This design comes from an exercise in tuning for small area, a short achievable clock period and few clock cycles on the open sky130 flow, not from production work.
RTL that was checked went through simulation tests only; none was proved equivalent to the original.
No activity file was given, so power comes from the tool's default toggle rates.

Design lemon_xfer, start of the top module:
module lemon_xfer (
    input  wire        clk,
    input  wire        rst,
    input  wire        start,
    input  wire [31:0] cfg_in_addr,
    input  wire [31:0] cfg_out_addr,
    input  wire [15:0] cfg_in_width,
    input  wire [15:0] cfg_out_width,
    input  wire [15:0] cfg_out_height,
    input  wire [2:0]  cfg_in_fmt,
    input  wire [2:0]  cfg_out_fmt,
    input  wire [1:0]  cfg_scaling,
    input  wire        cfg_flip,
    input  wire        cfg_in_linear,
    input  wire        cfg_dont_swizzle,
    output reg         busy,
    output reg         done,
    output reg         error,
    output reg         mem_req,
    output reg         mem_we,
    output reg  [31:0] mem_addr,
    output reg  [31:0] mem_wdata,
    output reg  [3:0]  mem_be,
    input  wire        mem_ack,
    input  wire [31:0] mem_rdata
);
For scale: ~3600 cells after synthesis, roughly 450 flip-flops, roughly 230 I/O pins, roughly 32000 um2 of cells after synthesis.
export LEC_CHECK = 0
export CAP_MARGIN = 20
export CORE_MARGIN = 2
export CORE_UTILIZATION = 40
export SLEW_MARGIN = 20
export TNS_END_PERCENT = 5
create_clock -name core_clock -period 17.5 [get_ports {clk}]
standard.sh (not shown) runs the stock make flow with config.mk's settings and CLKGATE_MAP_FILE= SYNTH_SCRIPT=/design/flow/synth_recipe.tcl, a recipe that flattens the netlist after the stock synthesis.
==> flow/flow/run.sh <==
#!/bin/bash
# Layout flow: the standard flow (standard.sh) with two changes to how the layout
# is made: ports are buffered with buf_2 cells instead of the resizer's default
# delay buffer, and the resizer's timing repair aims for more setup slack.
# The clock period and constraints are the standard flow's own (constraint.sdc).
set -euo pipefail
bash standard.sh \
  "BUFFER_PORTS_ARGS=-buffer_cell sky130_fd_sc_hd__buf_2" \
  SETUP_SLACK_MARGIN=12.5 \
  finish > flow_make.log 2>&1
The first run completed with no timing, DRC or antenna violations.
Testbench counts at the start, summed over its fixed seeds: cycles 100,726.
Rerun with:
--- a/flow/flow/run.sh
+++ b/flow/flow/run.sh
@@ -8,3 +8,3 @@
   "BUFFER_PORTS_ARGS=-buffer_cell sky130_fd_sc_hd__buf_2" \
-  SETUP_SLACK_MARGIN=12.5 \
+  SETUP_SLACK_MARGIN=12.8 \
   finish > flow_make.log 2>&1
--- a/flow/config.mk
+++ b/flow/config.mk
@@ -11,2 +11 @@
 export SLEW_MARGIN = 20
-export TNS_END_PERCENT = 5
After rerunning: Setup slack gets better by 0.044 ns; cell area climbs by 5.5%; via count climbs by 3.2%; power went up by 3.7%; die area is unchanged; core utilization increases by 2.5 points; routed wire length is higher by 4.0%; combinational power goes up by about 6%; synthesized cell count is unchanged; non-clock buffer count rose by 112; clock power came out higher by about 5%.
Rerun with:
--- a/flow/flow/run.sh
+++ b/flow/flow/run.sh
@@ -8,3 +8,3 @@
   "BUFFER_PORTS_ARGS=-buffer_cell sky130_fd_sc_hd__buf_2" \
-  SETUP_SLACK_MARGIN=12.8 \
+  SETUP_SLACK_MARGIN=12 \
   finish > flow_make.log 2>&1
Total power decreases by a few percent.
Worst setup slack loses 0.36 ns.
First-iteration DRC count went up by a few percent.
Synthesized cell count is unchanged.
Worst hold slack barely changes.
Cell count is lower by a few percent.
Rerun with:
--- a/flow/flow/run.sh
+++ b/flow/flow/run.sh
@@ -8,3 +8,3 @@
   "BUFFER_PORTS_ARGS=-buffer_cell sky130_fd_sc_hd__buf_2" \
-  SETUP_SLACK_MARGIN=12 \
+  SETUP_SLACK_MARGIN=12.5 \
   finish > flow_make.log 2>&1
Outcome: The new run completed with no timing, DRC or antenna violations. Routed wire length increases by 1.4%. Core utilization increases by 0.90 points. Count of clock-buffer cells in the layout increases by 6. Maximum frequency increases by 7.1%. Clock power increases by about 3%. Global-route usage stays flat. Clock skew increases by 0.0078 ns.
Rerun with:
--- a/flow/flow/run.sh
+++ b/flow/flow/run.sh
@@ -7,3 +7,3 @@
 bash standard.sh \
-  "BUFFER_PORTS_ARGS=-buffer_cell sky130_fd_sc_hd__buf_2" \
+  "BUFFER_PORTS_ARGS=-buffer_cell sky130_fd_sc_hd__buf_1" \
   SETUP_SLACK_MARGIN=12.5 \
Result: The changed run finished with timing, DRC and antenna clean; total power went down by 0.70%; cell area came out lower by 1.0%; via count is about the same; fmax went up by 0.95%; clock power stays flat; global-route usage barely changes; synthesized area stays the same; die area is unchanged.

lemon_xfer, a different RTL version from the one above (not shown whole).
Size in the first run: roughly 3,500 cells after synthesis, about 450 flip-flops, ~32,000 sq um of cells after synthesis.
Settings: LEC_CHECK=0, CAP_MARGIN=20, CORE_MARGIN=2, CORE_UTILIZATION=40, CTS_CLUSTER_DIAMETER=100, CTS_CLUSTER_SIZE=30, SLEW_MARGIN=20; clock period 17.5 ns.
==> flow/flow/run.sh <==
#!/bin/bash
# Layout flow: the standard flow (standard.sh) with two changes to how the layout
# is made: ports are buffered with buf_1 cells instead of the resizer's default
# delay buffer, and the resizer's timing repair aims for more setup slack.
# The clock period and constraints are the standard flow's own (constraint.sdc).
set -euo pipefail
bash standard.sh \
  "BUFFER_PORTS_ARGS=-buffer_cell sky130_fd_sc_hd__buf_1" \
  SETUP_SLACK_MARGIN=12.5 \
  finish > flow_make.log 2>&1
The first run produced a clean layout.
Testbench counts at the start, summed over its fixed seeds: cycles 100,726.
==> next run, changes <==
==> flow/run.sh (new file) <==
#!/bin/bash
# synth_recipe.tcl (not shown) runs the flow's synth.tcl, then flattens the netlist and writes it again
# the make line also repeats each setting of config.mk as NAME=value (left out here)
make -C /OpenROAD-flow-scripts/flow DESIGN_CONFIG=/design/flow/config.mk WORK_HOME=/design/flow/orfs CLKGATE_MAP_FILE= SYNTH_SCRIPT=/design/flow/synth_recipe.tcl finish
SETUP_SLACK_MARGIN = 5   (was unset)
removed: flow/flow/run.sh
removed: flow/standard.sh
After rerunning: The changed run went through all stages and came out clean. First-iteration DRC count rose by 2.5%. Synthesized area does not change. Cell area rose by about 0.7%. Sequential cell count does not change. Synthesized cell count stays the same.
==> next run, changes <==
==> flow/flow/run.sh (new file) <==
#!/bin/bash
# Layout flow: the standard flow (standard.sh) with two changes to how the layout
# is made: ports are buffered with buf_1 cells instead of the resizer's default
# delay buffer, and the resizer's timing repair aims for more setup slack.
# The clock period and constraints are the standard flow's own (constraint.sdc).
set -euo pipefail
bash standard.sh \
  "BUFFER_PORTS_ARGS=-buffer_cell sky130_fd_sc_hd__buf_1" \
  SETUP_SLACK_MARGIN=12.5 \
  finish > flow_make.log 2>&1
==> flow/standard.sh (new file) <==
#!/bin/bash
# synth_recipe.tcl (not shown) runs the flow's synth.tcl, then flattens the netlist and writes it again
# the make line also repeats each setting of config.mk as NAME=value (left out here)
make -C /OpenROAD-flow-scripts/flow DESIGN_CONFIG=/design/flow/config.mk WORK_HOME=/design/flow/orfs CLKGATE_MAP_FILE= SYNTH_SCRIPT=/design/flow/synth_recipe.tcl "${@:-finish}"
GPL_ROUTABILITY_DRIVEN = 0   (was unset)
SETUP_SLACK_MARGIN = unset   (was 5)
removed: flow/run.sh
Effect: Flip-flop and latch count stays the same. Sequential power is about the same. Setup slack gets better by 1.3 ns. Via count rises by 2.3%. Total power came out higher by 2.1%. Sequential share of layout area is higher by 0.27 points. Non-clock buffer count went up by 44.

Starting RTL as in the previous note.
==> flow/config.mk <==
export PLATFORM = sky130hd
export DESIGN_NAME = lemon_xfer
export DESIGN_NICKNAME = lemon_xfer
export VERILOG_FILES = /design/flow/design.v
export SDC_FILE = /design/flow/constraint.sdc
export NUM_CORES = 4
export LEC_CHECK = 0
export CAP_MARGIN = 20
export CORE_MARGIN = 2
export CORE_UTILIZATION = 40
export SLEW_MARGIN = 20
==> flow/constraint.sdc <==
create_clock -name core_clock -period 17.5 [get_ports {clk}]
set_input_delay 3.5000 -clock core_clock [delete_from_list [all_inputs] [get_ports {clk}]]
set_output_delay 3.5000 -clock core_clock [all_outputs]
set_load 0.01 [all_outputs]
==> flow/flow/run.sh <==
#!/bin/bash
# Layout flow: the standard flow (standard.sh) with two changes to how the layout
# is made: ports are buffered with buf_1 cells instead of the resizer's default
# delay buffer, and the resizer's timing repair aims for more setup slack.
# The clock period and constraints are the standard flow's own (constraint.sdc).
set -euo pipefail
bash standard.sh \
  "BUFFER_PORTS_ARGS=-buffer_cell sky130_fd_sc_hd__buf_1" \
  SETUP_SLACK_MARGIN=12.6 \
  finish > flow_make.log 2>&1
The baseline passed the timing, DRC and antenna checks.
Testbench counts at the start, summed over its fixed seeds: cycles 100,726.
Edit:
--- a/flow/flow/run.sh
+++ b/flow/flow/run.sh
@@ -9 +9 @@
-  SETUP_SLACK_MARGIN=12.6 \
+  SETUP_SLACK_MARGIN=12.5 \
After rerunning: Clock skew went up by 0.017 ns; final cell count went down slightly; routed wire length went down by a few percent; power went down slightly; die area stays the same.

Setup of job 3885:
lemon_xfer, a different RTL version from the one above (not shown whole).
Size in the first run: roughly 3700 cells after synthesis, ~440 flip-flops.
Settings: LEC_CHECK=0, CAP_MARGIN=80, CORE_MARGIN=2, CORE_UTILIZATION=40, SLEW_MARGIN=80; clock period 17.5 ns.
run.sh (not shown) runs the stock make flow with config.mk's settings and CLKGATE_MAP_FILE= SYNTH_SCRIPT=/design/flow/synth_recipe.tcl, a recipe that flattens the netlist after the stock synthesis.
Stock flow here: none of the scripts above is used.
Every stage of the flow completed for job 3885, and the final layout passed the timing, DRC and antenna checks.
Input-level comparison between job 4945 and job 3885:
- changing CAP_MARGIN from 80 to 20
- changing SLEW_MARGIN from 80 to 20
==> flow/flow/run.sh (new file) <==
#!/bin/bash
# Layout flow: the standard flow (standard.sh) with two changes to how the layout
# is made: ports are buffered with buf_2 cells instead of the resizer's default
# delay buffer, and the resizer's timing repair aims for more setup slack.
# The clock period and constraints are the standard flow's own (constraint.sdc).
set -euo pipefail
bash standard.sh \
  "BUFFER_PORTS_ARGS=-buffer_cell sky130_fd_sc_hd__buf_2" \
  SETUP_SLACK_MARGIN=13 \
  finish > flow_make.log 2>&1
==> flow/standard.sh (new file) <==
#!/bin/bash
# synth_recipe.tcl (not shown) runs the flow's synth.tcl, then flattens the netlist and writes it again
# the make line also repeats each setting of config.mk as NAME=value (left out here)
make -C /OpenROAD-flow-scripts/flow DESIGN_CONFIG=/design/flow/config.mk WORK_HOME=/design/flow/orfs CLKGATE_MAP_FILE= SYNTH_SCRIPT=/design/flow/synth_recipe.tcl "${@:-finish}"
removed: flow/run.sh
==> comparison <==
Job 4945: done, clean on timing, DRC and antenna. Compared job 4945 vs job 3885, and fraction of power consumed by combinational cells is down in job 4945. Final-layout fill cell count (higher): job 4945. Summary — sequential share of cell area, job 4945 relative to job 3885: higher, by 1.2 points. Job 4945 reports a higher largest net degree at the start of global routing than job 3885 does. The count of routing violations after the opening detailed-route iteration of job 4945 exceeds that of job 3885 by about 9%. For the total wire length after detailed routing, job 4945 came in 10 mm higher than job 3885 did.
diff inputs: job 4945 => job 9715
==> flow/run.sh (new file) <==
#!/bin/bash
# synth_recipe.tcl (not shown) runs the flow's synth.tcl, then flattens the netlist and writes it again
# the make line also repeats each setting of config.mk as NAME=value (left out here)
make -C /OpenROAD-flow-scripts/flow DESIGN_CONFIG=/design/flow/config.mk WORK_HOME=/design/flow/orfs CLKGATE_MAP_FILE= SYNTH_SCRIPT=/design/flow/synth_recipe.tcl finish
removed: flow/flow/run.sh
removed: flow/standard.sh
Results
- Of the two values seen for startpoint of the most critical setup path, mem_addr[9] was produced by job 4945 and state[1] by job 9715.
- Job 9715 vs job 4945 — number of vias per cell after detailed routing dropped slightly
- Looking at delay of the slowest cell on the worst path, job 9715 sits 0.36 ns above job 4945.
- [job 9715 vs job 4945] highest clock frequency the design can meet: lower in job 9715
- Compared job 9715 vs job 4945, and worst setup slack for register-to-register paths is down in job 9715.
- Compared with job 4945, job 9715 instantiates a smaller number of standard cells.
- Diff job 4945 -> job 9715 | sum of met3 wire segment lengths after detailed routing | decrease of 23%
- Route | job 9715 vs job 4945 | wire shorter in job 9715
- Count of clock-buffer cells in the layout in job 9715 vs job 4945: down 6
- Between job 4945 and job 9715, the difference in count of multi-input combinational gates is negligible.
No functional check of the RTL was part of any run of this note.

v33:
lemon_xfer, a different RTL version from the one above (not shown whole).
Size: roughly 430 flip-flops, about 230 I/O pins.
==> flow/design.v (excerpt) <==
module lemon_xfer (
    input  wire        clk,
    input  wire        rst,
    input  wire        start,
    input  wire [31:0] cfg_in_addr,
    input  wire [31:0] cfg_out_addr,
    input  wire [15:0] cfg_in_width,
    input  wire [15:0] cfg_out_width,
    input  wire [15:0] cfg_out_height,
    input  wire [2:0]  cfg_in_fmt,
    input  wire [2:0]  cfg_out_fmt,
    input  wire [1:0]  cfg_scaling,
    input  wire        cfg_flip,
    input  wire        cfg_in_linear,
    input  wire        cfg_dont_swizzle,
    output reg         busy,
    output reg         done,
    output reg         error,
    output reg         mem_req,
    output reg         mem_we,
    output reg  [31:0] mem_addr,
    output reg  [31:0] mem_wdata,
    output reg  [3:0]  mem_be,
    input  wire        mem_ack,
    input  wire [31:0] mem_rdata
);
export LEC_CHECK = 0
export CAP_MARGIN = 20
export CORE_MARGIN = 2
export CORE_UTILIZATION = 40
export SLEW_MARGIN = 20
create_clock -name core_clock -period 17.5 [get_ports {clk}]
standard.sh (not shown) runs the stock make flow with config.mk's settings and CLKGATE_MAP_FILE= SYNTH_SCRIPT=/design/flow/synth_recipe.tcl, a recipe that flattens the netlist after the stock synthesis.
==> flow/flow/run.sh <==
#!/bin/bash
# Layout flow: the standard flow (standard.sh) with two changes to how the layout
# is made: ports are buffered with buf_2 cells instead of the resizer's default
# delay buffer, and the resizer's timing repair aims for more setup slack.
# The clock period and constraints are the standard flow's own (constraint.sdc).
set -euo pipefail
bash standard.sh \
  "BUFFER_PORTS_ARGS=-buffer_cell sky130_fd_sc_hd__buf_2" \
  SETUP_SLACK_MARGIN=12.5 \
  finish > flow_make.log 2>&1
v33: all stages complete, timing, DRC and antenna checks passed
The inputs of v17 differ from those of v33 as listed below.
Settings: putting CTS_BUF_LIST at sky130_fd_sc_hd__clkbuf_8 where nothing was set.
Results
Comparing v17 and v33, the lower number of clock-tree buffers in the layout was measured on v33. Higher power share of the clock group goes to v33 over v17. v17 completed every stage of the flow, and the final layout passed the timing, DRC and antenna checks. For clock power, dividing the value from v33 by the value from v17 gives 1.11.
No run of this note included a check of the RTL's function; only the layout flow was run.

Another version of the RTL of lemon_xfer (not shown whole).
Size in the first run: ~31,000 um^2 of cells after synthesis.
==> flow/config.mk <==
export PLATFORM = sky130hd
export DESIGN_NAME = lemon_xfer
export DESIGN_NICKNAME = lemon_xfer
export VERILOG_FILES = /design/flow/design.v
export SDC_FILE = /design/flow/constraint.sdc
export NUM_CORES = 4
export LEC_CHECK = 0
export CAP_MARGIN = 20
export CORE_MARGIN = 2
export CORE_UTILIZATION = 60
export SLEW_MARGIN = 20
==> flow/constraint.sdc <==
create_clock -name core_clock -period 17.5 [get_ports {clk}]
set_input_delay 3.5000 -clock core_clock [delete_from_list [all_inputs] [get_ports {clk}]]
set_output_delay 3.5000 -clock core_clock [all_outputs]
set_load 0.01 [all_outputs]
Scripts as last shown in full above: flow/flow/run.sh
Testbench counts at the start, summed over its fixed seeds: cycles 105,671.
Then changed:
CORE_UTILIZATION = 40   (was 60)
Effect: Routed wire length goes up by 2.1%. Worst hold slack degrades by 0.0044 ns. Area after synthesis stays the same. Core utilization fell by 23 points. Register-to-register slack barely changes. Power increases by 0.93%. Via count goes down by 3.5%.

run A:
Another version of the RTL of lemon_xfer (not shown whole).
Size: ~3600 cells after synthesis, about 450 flip-flops, about 230 I/O pins, about 32000 um^2 of cells after synthesis.
Settings: LEC_CHECK=0, CAP_MARGIN=20, CORE_MARGIN=2, CORE_UTILIZATION=40, SLEW_MARGIN=20; clock period 17.5 ns.
==> flow/flow/run.sh <==
#!/bin/bash
# Layout flow: the standard flow (standard.sh) with two changes to how the layout
# is made: ports are buffered with buf_1 cells instead of the resizer's default
# delay buffer, and the resizer's timing repair aims for more setup slack.
# The clock period and constraints are the standard flow's own (constraint.sdc).
set -euo pipefail
bash standard.sh \
  "BUFFER_PORTS_ARGS=-buffer_cell sky130_fd_sc_hd__buf_1" \
  SETUP_SLACK_MARGIN=12.7 \
  finish > flow_make.log 2>&1
Testbench counts of run A, summed over its fixed seeds: cycles 100,726.
Relative to run A, the following input files were edited for run B:
-- flow/flow/run.sh --
<<< run A, line 8
  "BUFFER_PORTS_ARGS=-buffer_cell sky130_fd_sc_hd__buf_1" \
  SETUP_SLACK_MARGIN=12.7 \
  finish > flow_make.log 2>&1
>>> run B, line 8
  "BUFFER_PORTS_ARGS=-buffer_cell sky130_fd_sc_hd__buf_1" \
  SETUP_SLACK_MARGIN=12.5 \
  finish > flow_make.log 2>&1
[summary]
- The met1 global-route usage in run B sits 0.25 points above the value recorded for run A.
- Run B ended up with a lower setup clock skew after layout than run A did.
- Compared with run A, in run B switching power of the nets shows a reduction of 3.0%, clock edge transition at the registers on the reported setup and hold paths neither gained nor lost much.
- Pre-CTS setup slack on run B is ahead of run A.
- Number of buffers added for setup after CTS ended up 28 lower on run B than on run A.
The following lists how run C was set up differently from run B:
-- flow/config.mk --
<<< run B, line 10
export CORE_UTILIZATION = 40
export SLEW_MARGIN = 20
>>> run C, line 10
export CORE_UTILIZATION = 40
export PLACE_DENSITY = 0.7
export SLEW_MARGIN = 20
Results
- Between run B and run C, the difference in sequential share of layout area is negligible.
- On synthesized cell count, run C tracks run B almost exactly.
- Run B and run C ended up with roughly the same fraction of area in clock buffers and inverters.
- Relative to run B, met3 track utilization from global routing has increased by 0.82 points in run C.
- Fmax up about 0.9% in run C wrt run B
- The post-layout minimum cycle time number comes out lower for run C vs run B.

-- static timing again, ports no longer ideal --
The results above use ideal ports. As a check the final layouts listed here were re-extracted and re-timed, cells and wires unchanged. Step 1, drivers: a clkbuf_16 drives clk and a buf_2 each remaining input, both assumed. Step 2 moves the port delays by t, midway between the first and last clock arrival at a register: inputs arrive t later, outputs are due t later. That takes back most of the time a late clock gives input paths. a / b / c = ideal ports / drivers / drivers and shift; a / b = the first two.
| run | t (ns) | setup WS [ns] | slew at the worst register clock pin (ns) | pins driven straight from the clock port |
|---|---|---|---|---|
| the first run of note 1 | 0.699 | 12.533 / 12.523 / 11.824 | 0.07 / 0.07 | 1 |
| the second run of note 1 | 0.718 | 12.577 / 12.505 / 12.163 | 0.07 / 0.07 | 1 |
| the third run of note 1 | 0.687 | 12.215 / 12.215 / 11.902 | 0.07 / 0.07 | 1 |
| the fourth run of note 1 | 0.706 | 12.566 / 12.499 / 11.989 | 0.07 / 0.07 | 1 |
| the fifth run of note 1 | 0.702 | 12.612 / 12.557 / 11.983 | 0.07 / 0.07 | 1 |
| the first run of note 2 | 0.682 | 12.615 / 12.584 / 11.994 | 0.11 / 0.11 | 1 |
| the second run of note 2 | 0.692 | 11.336 / 11.336 / 11.329 | 0.12 / 0.12 | 1 |
| the third run of note 2 | 0.682 | 12.615 / 12.584 / 11.994 | 0.11 / 0.11 | 1 |
| the first run of note 3 | 0.683 | 12.664 / 12.595 / 12.031 | 0.07 / 0.07 | 1 |
| the second run of note 3 | 0.688 | 12.638 / 12.601 / 11.996 | 0.07 / 0.07 | 1 |
| job 3885 | 0.685 | 10.964 / 10.964 / 10.964 | 0.07 / 0.07 | 1 |
| job 4945 | 0.714 | 12.645 / 12.576 / 11.998 | 0.07 / 0.07 | 1 |
| job 9715 | 0.684 | 10.975 / 10.975 / 10.309 | 0.07 / 0.07 | 1 |
| v33 | 0.671 | 12.071 / 12.071 / 11.992 | 0.07 / 0.07 | 1 |
| v17 | 0.752 | 11.929 / 11.929 / 11.929 | 0.07 / 0.07 | 1 |
| the first run of note 6 | 0.673 | 12.586 / 12.524 / 12.092 | 0.07 / 0.07 | 1 |
| the second run of note 6 | 0.673 | 12.580 / 12.580 / 11.962 | 0.06 / 0.06 | 1 |
| run A | 0.673 | 12.602 / 12.540 / 12.088 | 0.07 / 0.07 | 1 |
| run B | 0.677 | 12.570 / 12.509 / 11.970 | 0.07 / 0.07 | 1 |
| run C | 0.692 | 12.612 / 12.542 / 11.992 | 0.07 / 0.07 | 1 |
After both steps setup and hold are still met in every run listed. For the first run of note 1, which loses most, drivers alone change the setup slack by -0.010 ns; drivers and shift together by -0.709 ns.
